Source: an optimization exercise on an open RTL-to-GDS flow (aim: small area, a short achievable clock period and few clock cycles per item). Production flows keep margins and buffers that such runs may drop. Only simulation tests tie the RTL to the original design; equivalence was not proved. No activity file was given, so power comes from the tool's default toggle rates.

==> run X: inputs <==
==> flow/design.v <==
module rfser_chframe (
    input  wire        clk,
    input  wire        rst,           
    input  wire        start,
    output wire        ready,
    input  wire [4:0]  chan_count,    
    input  wire [4:0]  chan_start,    
    input  wire [1:0]  fs_mode,       
    input  wire        rangecheck,
    input  wire        ctr_load,
    input  wire [15:0] ctr_value,
    output reg  [4:0]  tab_addr,
    input  wire [15:0] ch_out,
    input  wire [15:0] ch_center,
    input  wire [15:0] fs_val,
    output reg         out_valid,
    input  wire        out_ready,
    output reg  [7:0]  out_byte,
    output reg         out_last
);
    localparam [7:0]  SYNC          = 8'h7E;
    localparam [7:0]  TC_MODULE     = 8'h01;
    localparam [7:0]  TID_CHANNELS  = 8'h03;
    localparam [15:0] CTR_RELOAD    = 16'd1000;
    localparam [1:0]  FS_NOTSET     = 2'd0;
    localparam [1:0]  FS_HOLD       = 2'd1;
    localparam [1:0]  FS_CUSTOM     = 2'd2;
    localparam [1:0]  FS_NOPULSES   = 2'd3;
    localparam [1:0]  P_HDR = 2'd0,   
                      P_DAT = 2'd1,   
                      P_CRC = 2'd2,   
                      P_END = 2'd3;   
    function automatic ge13(input [12:0] y, input [12:0] c);
        integer i;
        begin
            ge13 = 1'b1;
            for (i = 0; i < 13; i = i + 1)
                ge13 = c[i] ? (y[i] & ge13) : (y[i] | ge13);
        end
    endfunction
    reg        ready_r;
    reg        first;      
    reg [1:0]  ph;
    reg [2:0]  cnt;
    reg [3:0]  pl;         
    reg        ok;         
    reg [15:0] counter;
    reg [12:0] sum;        
    reg [1:0]  fsme;       
    reg        fresh;      
    reg        rc;
    reg [2:0]  ahi;        
    reg [15:0] rin_raw;    
    reg [15:0] rin_cen;    
    assign ready = ready_r;
    wire ph_hdr = (ph == P_HDR);
    wire ph_dat = (ph == P_DAT);
    wire ph_crc = (ph == P_CRC);
    wire ph_end = (ph == P_END);
    wire adv    = ~out_valid | out_ready;
    wire can_ld = ~ready_r & ~ph_end & (~ph_dat | ok);
    reg [12:0] ya;
    reg [13:0] ca;
    reg [12:0] y;
    reg [13:0] cb;
    reg [12:0] w;
    reg [13:0] cw;
    reg [10:0] w1;
    reg [11:0] ci;
    integer i;
    localparam [12:0] K = 13'd1096;
    always @(*) begin
        ca[0] = 1'b0;
        ya[0] = rin_raw[0];
        ca[1] = 1'b0;
        for (i = 1; i < 13; i = i + 1) begin
            ya[i]   = rin_raw[i] ^ rin_cen[i-1] ^ ca[i];
            ca[i+1] = (rin_raw[i] & rin_cen[i-1]) | (ca[i] & (rin_raw[i] ^ rin_cen[i-1]));
        end
        cb[0] = 1'b0;
        for (i = 0; i < 13; i = i + 1) begin
            y[i]    = ya[i] ^ K[i] ^ cb[i];
            cb[i+1] = K[i] ? (ya[i] | cb[i]) : (ya[i] & cb[i]);
        end
        w[0]  = y[0];
        w[1]  = y[1] ^ y[0];
        cw[2] = y[1] & y[0];
        for (i = 2; i < 13; i = i + 1) begin
            w[i]    = y[i] ^ y[i-1] ^ cw[i];
            cw[i+1] = (y[i] & y[i-1]) | (cw[i] & (y[i] ^ y[i-1]));
        end
        ci[0] = 1'b1;
        for (i = 0; i < 11; i = i + 1) begin
            w1[i]   = w[i+2] ^ ci[i];
            ci[i+1] = w[i+2] & ci[i];
        end
    end
    wire signed [4:0] hu = {{2{rin_raw[15]}}, rin_raw[15:13]} + {rin_cen[15], rin_cen[15:12]};
    wire [1:0] c13 = {1'b0, ca[13]} + {1'b0, cb[13]};
    wire hz0 = (hu == 5'sd0),  hz1 = (hu == -5'sd1), hz2 = (hu == -5'sd2);
    wire hn0 = hu[4],          hn1 = hu[4] & ~hz1,   hn2 = hu[4] & ~hz1 & ~hz2;
    wire hzero = (c13 == 2'd0) ? hz0 : (c13 == 2'd1) ? hz1 : hz2;
    wire hneg  = (c13 == 2'd0) ? hn0 : (c13 == 2'd1) ? hn1 : hn2;
    wire y_ge_lo = ge13(y, 13'd2734);
    wire y_gt_hi = ge13(y, 13'd5458);
    wire clamp_lo = hneg | (hzero & ~y_ge_lo);
    wire clamp_hi = (~hneg & ~hzero) | (hzero & y_gt_hi);
    wire kge1 = y[12] ? ge13(y, 13'd4437) : ge13(y, 13'd3074);
    wire kge2 = y[12] ? ge13(y, 13'd4778) : ge13(y, 13'd3415);
    wire keq3 = y[12] ? ge13(y, 13'd5119) : ge13(y, 13'd3756);
    wire cin = (y[1:0] == 2'd3) ? keq3 :
               (y[1:0] == 2'd2) ? kge2 :
               (y[1:0] == 2'd1) ? kge1 : 1'b0;
    wire [10:0] sc = cin ? w1 : w[12:2];
    wire due      = (fsme != FS_NOTSET);
    wire sel_fs   = (fsme == FS_CUSTOM);
    wire fs_hold  = sel_fs & (rin_raw == 16'd2000);
    wire fs_nop   = sel_fs & (rin_raw == 16'd2001);
    wire force_hi = (fsme == FS_HOLD) | fs_hold;
    wire force_lo = (fsme == FS_NOPULSES) | fs_nop;
    wire [10:0] chval = force_hi ? 11'd2047 :
                        force_lo ? 11'd0 :
                        clamp_hi ? 11'd2046 :
                        clamp_lo ? 11'd1 : sc;
    wire [7:0] addend = fresh ? out_byte : 8'd0;
    reg [12:0] sum_add;
    reg [13:0] cs;
    always @(*) begin
        cs[0] = 1'b0;
        for (i = 0; i < 8; i = i + 1) begin
            sum_add[i] = sum[i] ^ addend[i] ^ cs[i];
            cs[i+1]    = (sum[i] & addend[i]) | (cs[i] & (sum[i] ^ addend[i]));
        end
        for (i = 8; i < 13; i = i + 1) begin
            sum_add[i] = sum[i] ^ cs[i];
            cs[i+1]    = sum[i] & cs[i];
        end
    end
    reg [15:0] ctr_dec;
    reg [16:0] orp;
    always @(*) begin
        orp[0] = 1'b0;
        for (i = 0; i < 16; i = i + 1) begin
            ctr_dec[i] = counter[i] ~^ orp[i];
            orp[i+1]   = orp[i] | counter[i];
        end
    end
    wire ctr_zero = ~orp[16];
    wire [7:0]  len = (pl[3:2] == 2'd0) ? 8'd16 : (pl[3:2] == 2'd1) ? 8'd28 : 8'd40;
    reg  [7:0]  nbyte;
    always @(*) begin
        case (ph)
            P_HDR: case (cnt)
                3'd1:    nbyte = len;
                3'd2:    nbyte = TC_MODULE;
                3'd3:    nbyte = TID_CHANNELS;
                3'd4:    nbyte = {rc, due, 6'd0};
                default: nbyte = 8'h00;
            endcase
            P_DAT: case (cnt)
                3'd0:    nbyte = chval[7:0];
                3'd1:    nbyte = {chval[3:0], 1'b0, ahi};
                default: nbyte = {1'b0, chval[10:4]};
            endcase
            default: nbyte = cnt[0] ? ~sum[7:0] : {3'b111, ~sum_add[12:8]};
        endcase
    end
    wire body = (ph_hdr & (cnt >= 3'd2)) | ph_dat;
    wire last_pair = (pl == 4'd0);
    wire d0 = ph_dat & ((cnt == 3'd0) | ((cnt == 3'd2) & ~last_pair));
    wire d1 = (ph_hdr & (cnt == 3'd5)) | (ph_dat & (cnt == 3'd1) & ~last_pair) |
              (ph_dat & (cnt == 3'd2) & ~last_pair);
    wire [4:0] tab_inc = tab_addr + 5'd1;
    wire [4:0] tab_dec = tab_addr - 5'd1;
    wire tab_adv_inc   = can_ld ? d1 : (~ok & d0);
    wire tab_sel_start = adv & ready_r;
    wire tab_sel_inc   = adv ? (~ready_r & tab_adv_inc) : (d0 & ~ok);
    wire tab_sel_dec   = ~adv & d0 & ok;
    wire tab_sel_hold  = ~(tab_sel_start | tab_sel_inc | tab_sel_dec);
    wire [1:0] g_in = (chan_count <= 5'd8) ? 2'd1 : (chan_count <= 5'd16) ? 2'd2 : 2'd3;
    always @(posedge clk) begin
        rin_raw <= sel_fs ? fs_val : ch_out;
        rin_cen <= ch_center;
    end
    always @(posedge clk) begin
        if (rst) begin
            ready_r   <= 1'b1;
            out_valid <= 1'b0;
        end else if (adv) begin
            ready_r   <= ready_r ? ~start : ph_end;
            out_valid <= ready_r ?  start : can_ld;
        end
    end
    always @(posedge clk)
        first <= ~rst & ready_r & start;
    always @(posedge clk) begin
        if (rst)
            counter <= 16'd0;
        else if (ready_r & ctr_load & ~start)
            counter <= ctr_value;
        else if (first)
            counter <= ctr_zero ? CTR_RELOAD : ctr_dec;
    end
    always @(posedge clk)
        rc <= rangecheck;
    always @(posedge clk) begin
        if (first) begin
            fsme <= ctr_zero ? fs_mode : FS_NOTSET;
        end
    end
    always @(posedge clk)
        if (ph_dat & (cnt == 3'd0) & ok)
            ahi <= chval[10:8];
    always @(posedge clk) begin
        tab_addr <= ({5{ tab_sel_start}} & chan_start) |
                    ({5{ tab_sel_inc}}   & tab_inc)    |
                    ({5{ tab_sel_dec}}   & tab_dec)    |
                    ({5{ tab_sel_hold}}  & tab_addr);
        ok       <= adv | ~ok | ~d0;
    end
    always @(posedge clk) begin
        sum   <= ready_r ? 13'd0 : sum_add;
        fresh <= ~ready_r & adv & can_ld & body;
    end
    always @(posedge clk) begin
        if (adv) begin
            if (ready_r) begin
                ph       <= P_HDR;
                cnt      <= 3'd1;
                pl       <= {g_in - 2'd1, 2'b11};
                out_byte <= SYNC;
                out_last <= 1'b0;
            end else if (can_ld) begin
                out_byte <= nbyte;
                out_last <= ph_crc & cnt[0];
                case (ph)
                    P_HDR: if (cnt == 3'd5) begin
                        ph  <= P_DAT;
                        cnt <= 3'd0;
                    end else begin
                        cnt <= cnt + 3'd1;
                    end
                    P_DAT: if (cnt == 3'd2) begin
                        cnt <= 3'd0;
                        if (last_pair) ph <= P_CRC;
                        pl  <= pl - 4'd1;
                    end else begin
                        cnt <= cnt + 3'd1;
                    end
                    P_CRC: if (cnt[0]) ph <= P_END;
                           else        cnt <= 3'd1;
                    default: ;
                endcase
            end
        end
    end
endmodule
==> flow/flow/run.sh <==
#!/bin/bash
# Layout: the standard flow (standard synthesis unchanged), except that
#  - the buffer placed on every input and output port is the smallest buffer
#    cell (sky130_fd_sc_hd__buf_1) instead of the one buffer_ports picks,
#  - clock tree synthesis builds the tree from clkbuf_8 cells and inserts no
#    dummy balancing loads, and
#  - timing repair aims at a setup slack of 25.4 ns (the clock period and the
#    constraints are the design's; only the repair target is raised).
# Each tool's full output goes to a log file of its own in this folder.
set -euo pipefail
bash standard.sh synth > synth.log 2>&1
bash standard.sh \
  "BUFFER_PORTS_ARGS=-buffer_cell sky130_fd_sc_hd__buf_1" \
  "CTS_ARGS=-sink_clustering_enable -repair_clock_nets -dont_use_dummy_load -buf_list sky130_fd_sc_hd__clkbuf_8" \
  SETUP_SLACK_MARGIN=25.4 \
  finish > layout.log 2>&1
==> flow/standard.sh <==
#!/bin/bash
# synth_recipe.tcl (not shown) runs the flow's synth.tcl, then flattens the netlist and writes it again
# the make line also repeats each setting of config.mk as NAME=value (left out here)
make -C /OpenROAD-flow-scripts/flow DESIGN_CONFIG=/design/flow/config.mk WORK_HOME=/design/flow/orfs CLKGATE_MAP_FILE= SYNTH_SCRIPT=/design/flow/synth_recipe.tcl "${@:-finish}"
==> flow/config.mk <==
export PLATFORM = sky130hd
export DESIGN_NAME = rfser_chframe
export DESIGN_NICKNAME = rfser_chframe
export VERILOG_FILES = /design/flow/design.v
export SDC_FILE = /design/flow/constraint.sdc
export NUM_CORES = 4
export LEC_CHECK = 0
export CAP_MARGIN = 20
export CORE_MARGIN = 2
export CORE_UTILIZATION = 55
export PLACE_DENSITY = 0.7
export SLEW_MARGIN = 60
==> flow/constraint.sdc <==
create_clock -name core_clock -period 33.0 [get_ports {clk}]
set_input_delay 6.6000 -clock core_clock [delete_from_list [all_inputs] [get_ports {clk}]]
set_output_delay 6.6000 -clock core_clock [all_outputs]
set_load 0.01 [all_outputs]
==> run Y (differences from run X) <==
--- a/flow/design.v
+++ b/flow/design.v
@@ -105,12 +105,20 @@
     wire y_gt_hi = ge13(y, 13'd5458);
     wire clamp_lo = hneg | (hzero & ~y_ge_lo);
     wire clamp_hi = (~hneg & ~hzero) | (hzero & y_gt_hi);
-    wire kge1 = y[12] ? ge13(y, 13'd4437) : ge13(y, 13'd3074);
-    wire kge2 = y[12] ? ge13(y, 13'd4778) : ge13(y, 13'd3415);
-    wire keq3 = y[12] ? ge13(y, 13'd5119) : ge13(y, 13'd3756);
-    wire cin = (y[1:0] == 2'd3) ? keq3 :
-               (y[1:0] == 2'd2) ? kge2 :
-               (y[1:0] == 2'd1) ? kge1 : 1'b0;
+    wire [1:0] h = w[11:10];
+    wire [9:0] l = w[9:0];
+    wire ones8  = &l[9:2];
+    wire zeros8 = ~|l[9:2];
+    wire h0 = (h == 2'd0), h1 = (h == 2'd1), h2 = (h == 2'd2), h3 = (h == 2'd3);
+    wire kge1 = w[12] ? (~h0 | (ones8 & l[1] & l[0]))
+                      : (h[1] | (h1 & ~zeros8));
+    wire kge2 = w[12] ? (h[1] | (h1 & ones8 & l[1]))
+                      : (h3 | (h2 & ~(zeros8 & ~(l[1] & l[0]))));
+    wire keq3 = w[12] ? (h3 | (h2 & ones8 & (l[1] | l[0])))
+                      : (h3 & ~(zeros8 & ~l[1]));
+    wire cin = (w[1:0] == 2'd1) ? keq3 :
+               (w[1:0] == 2'd2) ? kge2 :
+               (w[1:0] == 2'd3) ? kge1 : 1'b0;
     wire [10:0] sc = cin ? w1 : w[12:2];
     wire due      = (fsme != FS_NOTSET);
     wire sel_fs   = (fsme == FS_CUSTOM);
@@ -137,15 +145,15 @@
         end
     end
     reg [15:0] ctr_dec;
-    reg [16:0] orp;
-    always @(*) begin
-        orp[0] = 1'b0;
+    reg [16:0] bw;
+    always @(*) begin
+        bw[0] = 1'b1;
         for (i = 0; i < 16; i = i + 1) begin
-            ctr_dec[i] = counter[i] ~^ orp[i];
-            orp[i+1]   = orp[i] | counter[i];
-        end
-    end
-    wire ctr_zero = ~orp[16];
+            ctr_dec[i] = counter[i] ^ bw[i];
+            bw[i+1]    = bw[i] & ~counter[i];
+        end
+    end
+    wire ctr_zero = bw[16];
     wire [7:0]  len = (pl[3:2] == 2'd0) ? 8'd16 : (pl[3:2] == 2'd1) ? 8'd28 : 8'd40;
     reg  [7:0]  nbyte;
     always @(*) begin
@@ -172,11 +180,9 @@
               (ph_dat & (cnt == 3'd2) & ~last_pair);
     wire [4:0] tab_inc = tab_addr + 5'd1;
     wire [4:0] tab_dec = tab_addr - 5'd1;
-    wire tab_adv_inc   = can_ld ? d1 : (~ok & d0);
-    wire tab_sel_start = adv & ready_r;
-    wire tab_sel_inc   = adv ? (~ready_r & tab_adv_inc) : (d0 & ~ok);
-    wire tab_sel_dec   = ~adv & d0 & ok;
-    wire tab_sel_hold  = ~(tab_sel_start | tab_sel_inc | tab_sel_dec);
+    wire [4:0] tab_adv   = ready_r ? chan_start :
+                           (can_ld ? d1 : (~ok & d0)) ? tab_inc : tab_addr;
+    wire [4:0] tab_stall = ~d0 ? tab_addr : ok ? tab_dec : tab_inc;
     wire [1:0] g_in = (chan_count <= 5'd8) ? 2'd1 : (chan_count <= 5'd16) ? 2'd2 : 2'd3;
     always @(posedge clk) begin
         rin_raw <= sel_fs ? fs_val : ch_out;
@@ -212,10 +218,7 @@
         if (ph_dat & (cnt == 3'd0) & ok)
             ahi <= chval[10:8];
     always @(posedge clk) begin
-        tab_addr <= ({5{ tab_sel_start}} & chan_start) |
-                    ({5{ tab_sel_inc}}   & tab_inc)    |
-                    ({5{ tab_sel_dec}}   & tab_dec)    |
-                    ({5{ tab_sel_hold}}  & tab_addr);
+        tab_addr <= adv ? tab_adv : tab_stall;
         ok       <= adv | ~ok | ~d0;
     end
     always @(posedge clk) begin
==> flow/flow/run.sh (replaced) <==
#!/bin/bash
# Layout: the standard flow (standard synthesis unchanged), except that
#  - the buffer placed on every input and output port is the smallest buffer
#    cell (sky130_fd_sc_hd__buf_1) instead of the one buffer_ports picks, and
#  - clock tree synthesis builds the tree from clkbuf_8 cells and inserts no
#    dummy balancing loads.
# Each tool's full output goes to a log file of its own in this folder.
set -euo pipefail
bash standard.sh synth > synth.log 2>&1
bash standard.sh \
  "BUFFER_PORTS_ARGS=-buffer_cell sky130_fd_sc_hd__buf_1" \
  "CTS_ARGS=-sink_clustering_enable -repair_clock_nets -dont_use_dummy_load -buf_list sky130_fd_sc_hd__clkbuf_8" \
  finish > layout.log 2>&1
--- a/flow/config.mk
+++ b/flow/config.mk
@@ -7,6 +7,6 @@
 export LEC_CHECK = 0
 export CAP_MARGIN = 20
 export CORE_MARGIN = 2
-export CORE_UTILIZATION = 55
-export PLACE_DENSITY = 0.7
+export CORE_UTILIZATION = 40
+export PLACE_DENSITY = 0.6
 export SLEW_MARGIN = 60
==> run M (differences from run X) <==
--- a/flow/design.v
+++ b/flow/design.v
@@ -105,12 +105,20 @@
     wire y_gt_hi = ge13(y, 13'd5458);
     wire clamp_lo = hneg | (hzero & ~y_ge_lo);
     wire clamp_hi = (~hneg & ~hzero) | (hzero & y_gt_hi);
-    wire kge1 = y[12] ? ge13(y, 13'd4437) : ge13(y, 13'd3074);
-    wire kge2 = y[12] ? ge13(y, 13'd4778) : ge13(y, 13'd3415);
-    wire keq3 = y[12] ? ge13(y, 13'd5119) : ge13(y, 13'd3756);
-    wire cin = (y[1:0] == 2'd3) ? keq3 :
-               (y[1:0] == 2'd2) ? kge2 :
-               (y[1:0] == 2'd1) ? kge1 : 1'b0;
+    wire [1:0] h = w[11:10];
+    wire [9:0] l = w[9:0];
+    wire ones8  = &l[9:2];
+    wire zeros8 = ~|l[9:2];
+    wire h0 = (h == 2'd0), h1 = (h == 2'd1), h2 = (h == 2'd2), h3 = (h == 2'd3);
+    wire kge1 = w[12] ? (~h0 | (ones8 & l[1] & l[0]))
+                      : (h[1] | (h1 & ~zeros8));
+    wire kge2 = w[12] ? (h[1] | (h1 & ones8 & l[1]))
+                      : (h3 | (h2 & ~(zeros8 & ~(l[1] & l[0]))));
+    wire keq3 = w[12] ? (h3 | (h2 & ones8 & (l[1] | l[0])))
+                      : (h3 & ~(zeros8 & ~l[1]));
+    wire cin = (w[1:0] == 2'd1) ? keq3 :
+               (w[1:0] == 2'd2) ? kge2 :
+               (w[1:0] == 2'd3) ? kge1 : 1'b0;
     wire [10:0] sc = cin ? w1 : w[12:2];
     wire due      = (fsme != FS_NOTSET);
     wire sel_fs   = (fsme == FS_CUSTOM);
@@ -137,15 +145,15 @@
         end
     end
     reg [15:0] ctr_dec;
-    reg [16:0] orp;
-    always @(*) begin
-        orp[0] = 1'b0;
+    reg [16:0] bw;
+    always @(*) begin
+        bw[0] = 1'b1;
         for (i = 0; i < 16; i = i + 1) begin
-            ctr_dec[i] = counter[i] ~^ orp[i];
-            orp[i+1]   = orp[i] | counter[i];
-        end
-    end
-    wire ctr_zero = ~orp[16];
+            ctr_dec[i] = counter[i] ^ bw[i];
+            bw[i+1]    = bw[i] & ~counter[i];
+        end
+    end
+    wire ctr_zero = bw[16];
     wire [7:0]  len = (pl[3:2] == 2'd0) ? 8'd16 : (pl[3:2] == 2'd1) ? 8'd28 : 8'd40;
     reg  [7:0]  nbyte;
     always @(*) begin
@@ -172,11 +180,9 @@
               (ph_dat & (cnt == 3'd2) & ~last_pair);
     wire [4:0] tab_inc = tab_addr + 5'd1;
     wire [4:0] tab_dec = tab_addr - 5'd1;
-    wire tab_adv_inc   = can_ld ? d1 : (~ok & d0);
-    wire tab_sel_start = adv & ready_r;
-    wire tab_sel_inc   = adv ? (~ready_r & tab_adv_inc) : (d0 & ~ok);
-    wire tab_sel_dec   = ~adv & d0 & ok;
-    wire tab_sel_hold  = ~(tab_sel_start | tab_sel_inc | tab_sel_dec);
+    wire [4:0] tab_adv   = ready_r ? chan_start :
+                           (can_ld ? d1 : (~ok & d0)) ? tab_inc : tab_addr;
+    wire [4:0] tab_stall = ~d0 ? tab_addr : ok ? tab_dec : tab_inc;
     wire [1:0] g_in = (chan_count <= 5'd8) ? 2'd1 : (chan_count <= 5'd16) ? 2'd2 : 2'd3;
     always @(posedge clk) begin
         rin_raw <= sel_fs ? fs_val : ch_out;
@@ -212,10 +218,7 @@
         if (ph_dat & (cnt == 3'd0) & ok)
             ahi <= chval[10:8];
     always @(posedge clk) begin
-        tab_addr <= ({5{ tab_sel_start}} & chan_start) |
-                    ({5{ tab_sel_inc}}   & tab_inc)    |
-                    ({5{ tab_sel_dec}}   & tab_dec)    |
-                    ({5{ tab_sel_hold}}  & tab_addr);
+        tab_addr <= adv ? tab_adv : tab_stall;
         ok       <= adv | ~ok | ~d0;
     end
     always @(posedge clk) begin
--- a/flow/config.mk
+++ b/flow/config.mk
@@ -7,6 +7,6 @@
 export LEC_CHECK = 0
 export CAP_MARGIN = 20
 export CORE_MARGIN = 2
-export CORE_UTILIZATION = 55
-export PLACE_DENSITY = 0.7
+export CORE_UTILIZATION = 40
+export PLACE_DENSITY = 0.6
 export SLEW_MARGIN = 60
==> run D (differences from run X) <==
--- a/flow/design.v
+++ b/flow/design.v
@@ -137,15 +137,15 @@
         end
     end
     reg [15:0] ctr_dec;
-    reg [16:0] orp;
-    always @(*) begin
-        orp[0] = 1'b0;
+    reg [16:0] bw;
+    always @(*) begin
+        bw[0] = 1'b1;
         for (i = 0; i < 16; i = i + 1) begin
-            ctr_dec[i] = counter[i] ~^ orp[i];
-            orp[i+1]   = orp[i] | counter[i];
-        end
-    end
-    wire ctr_zero = ~orp[16];
+            ctr_dec[i] = counter[i] ^ bw[i];
+            bw[i+1]    = bw[i] & ~counter[i];
+        end
+    end
+    wire ctr_zero = bw[16];
     wire [7:0]  len = (pl[3:2] == 2'd0) ? 8'd16 : (pl[3:2] == 2'd1) ? 8'd28 : 8'd40;
     reg  [7:0]  nbyte;
     always @(*) begin
@@ -172,11 +172,9 @@
               (ph_dat & (cnt == 3'd2) & ~last_pair);
     wire [4:0] tab_inc = tab_addr + 5'd1;
     wire [4:0] tab_dec = tab_addr - 5'd1;
-    wire tab_adv_inc   = can_ld ? d1 : (~ok & d0);
-    wire tab_sel_start = adv & ready_r;
-    wire tab_sel_inc   = adv ? (~ready_r & tab_adv_inc) : (d0 & ~ok);
-    wire tab_sel_dec   = ~adv & d0 & ok;
-    wire tab_sel_hold  = ~(tab_sel_start | tab_sel_inc | tab_sel_dec);
+    wire [4:0] tab_adv   = ready_r ? chan_start :
+                           (can_ld ? d1 : (~ok & d0)) ? tab_inc : tab_addr;
+    wire [4:0] tab_stall = ~d0 ? tab_addr : ok ? tab_dec : tab_inc;
     wire [1:0] g_in = (chan_count <= 5'd8) ? 2'd1 : (chan_count <= 5'd16) ? 2'd2 : 2'd3;
     always @(posedge clk) begin
         rin_raw <= sel_fs ? fs_val : ch_out;
@@ -212,10 +210,7 @@
         if (ph_dat & (cnt == 3'd0) & ok)
             ahi <= chval[10:8];
     always @(posedge clk) begin
-        tab_addr <= ({5{ tab_sel_start}} & chan_start) |
-                    ({5{ tab_sel_inc}}   & tab_inc)    |
-                    ({5{ tab_sel_dec}}   & tab_dec)    |
-                    ({5{ tab_sel_hold}}  & tab_addr);
+        tab_addr <= adv ? tab_adv : tab_stall;
         ok       <= adv | ~ok | ~d0;
     end
     always @(posedge clk) begin
--- a/flow/config.mk
+++ b/flow/config.mk
@@ -7,6 +7,6 @@
 export LEC_CHECK = 0
 export CAP_MARGIN = 20
 export CORE_MARGIN = 2
-export CORE_UTILIZATION = 55
-export PLACE_DENSITY = 0.7
+export CORE_UTILIZATION = 40
+export PLACE_DENSITY = 0.6
 export SLEW_MARGIN = 60
==> summary.txt <==
- Final net count: 944
- CP cell instances: clkbuf_2
- Non-clk buf share: 0.0677
- Clock power frac: 0.104
- Adder-Cell Fraction of Synth Area: 0.201
- CP startpoint kind: register
- Post-synth top area share: 0.213
- Crit Path Max Fanout: 3
- Outcome: finished clean
- Fill cells: 1518
# the run above: run M

==> summary.txt <==
- Outcome: finished clean
- Fill cells: 929
- RR Startpoint: rin_raw[1]
- CP startpoint kind: primary input
- Clock power frac: 0.123
- Placed Cells: 853
- CP cell instances: buf_1 > nand2b_4 > and2_4 > nor2_4 > a2bb2oi_4 > nand2b_4 > nor2_2 > o31a_1 > o21ai_1
- Met1 usage: 0.274
- Post-synth top area share: 0.238
- Crit Path Max Fanout: 6
- Final net count: 890
- Adder-Cell Fraction of Synth Area: 0.204
# the run above: run X

==> summary.txt <==
- CP startpoint kind: register
- Non-clk buf share: 0.0629
- CP cell instances: buf_1
- Fill cells: 1515
- Final net count: 906
- Outcome: finished clean
- Crit Path Max Fanout: 2
- Post-synth top area share: 0.215
# the run above: run D

==> summary.txt <==
- Outcome: finished clean
- FFs & Latches: 95
- Fill cells: 1554
- Non-clk buf share: 0.0586
- Avg Inst Size Synth: 9.28 um^2
- Adder-Cell Fraction of Synth Area: 0.201
- Post-layout util: 0.457
- Crit Path Max Fanout: 13
- Setup_tns: 0 ns
- CP startpoint kind: register
- Hold_sp: sum[12]
- Final net count: 934
- TAP cells: 211
# the run above: run Y

Testbench counts of run X, summed over its fixed seeds: cycles 15,852, frames 384.
Testbench counts of run Y, summed over its fixed seeds: cycles 15,852, frames 384.
Testbench counts of run M, summed over its fixed seeds: cycles 15,852, frames 384.
Testbench counts of run D, summed over its fixed seeds: cycles 15,852, frames 384.

-- afterwards: timing with drivers on the ports --
Ports are ideal in the flow. The routed layouts listed here were re-timed in OpenROAD. Step 1 sets driving cells, clkbuf_16 on the clock port and buf_2 on the other inputs (assumed; they add their load-dependent delay and slew). Step 2 adds t to the input delays and takes it off the output delays; t is the mean of the earliest and latest rising clock arrival at the registers after step 1. Input paths then give back, and output paths get back, about the clock's delay inside the block. Three values: ideal, step 1, step 2; two values: the first two.
run | t (ns) | setup WS [ns] | worst hold slack (ns) | cell pins on the clock port's net
run X | 0.389 | 25.447 / 25.434 / 25.072 | 0.527 / 0.527 / 0.527 | 1
run Y | 0.401 | 25.105 / 25.105 / 25.074 | 0.515 / 0.515 / 0.515 | 1
run M | 0.395 | 25.446 / 25.409 / 25.179 | 0.511 / 0.511 / 0.511 | 1
run D | 0.407 | 25.452 / 25.418 / 25.194 | 0.511 / 0.511 / 0.511 | 1
After both steps setup and hold are still met in every run listed. The setup slack of run X, which loses most, moves by -0.013 ns with the drivers and by -0.375 ns with both steps.
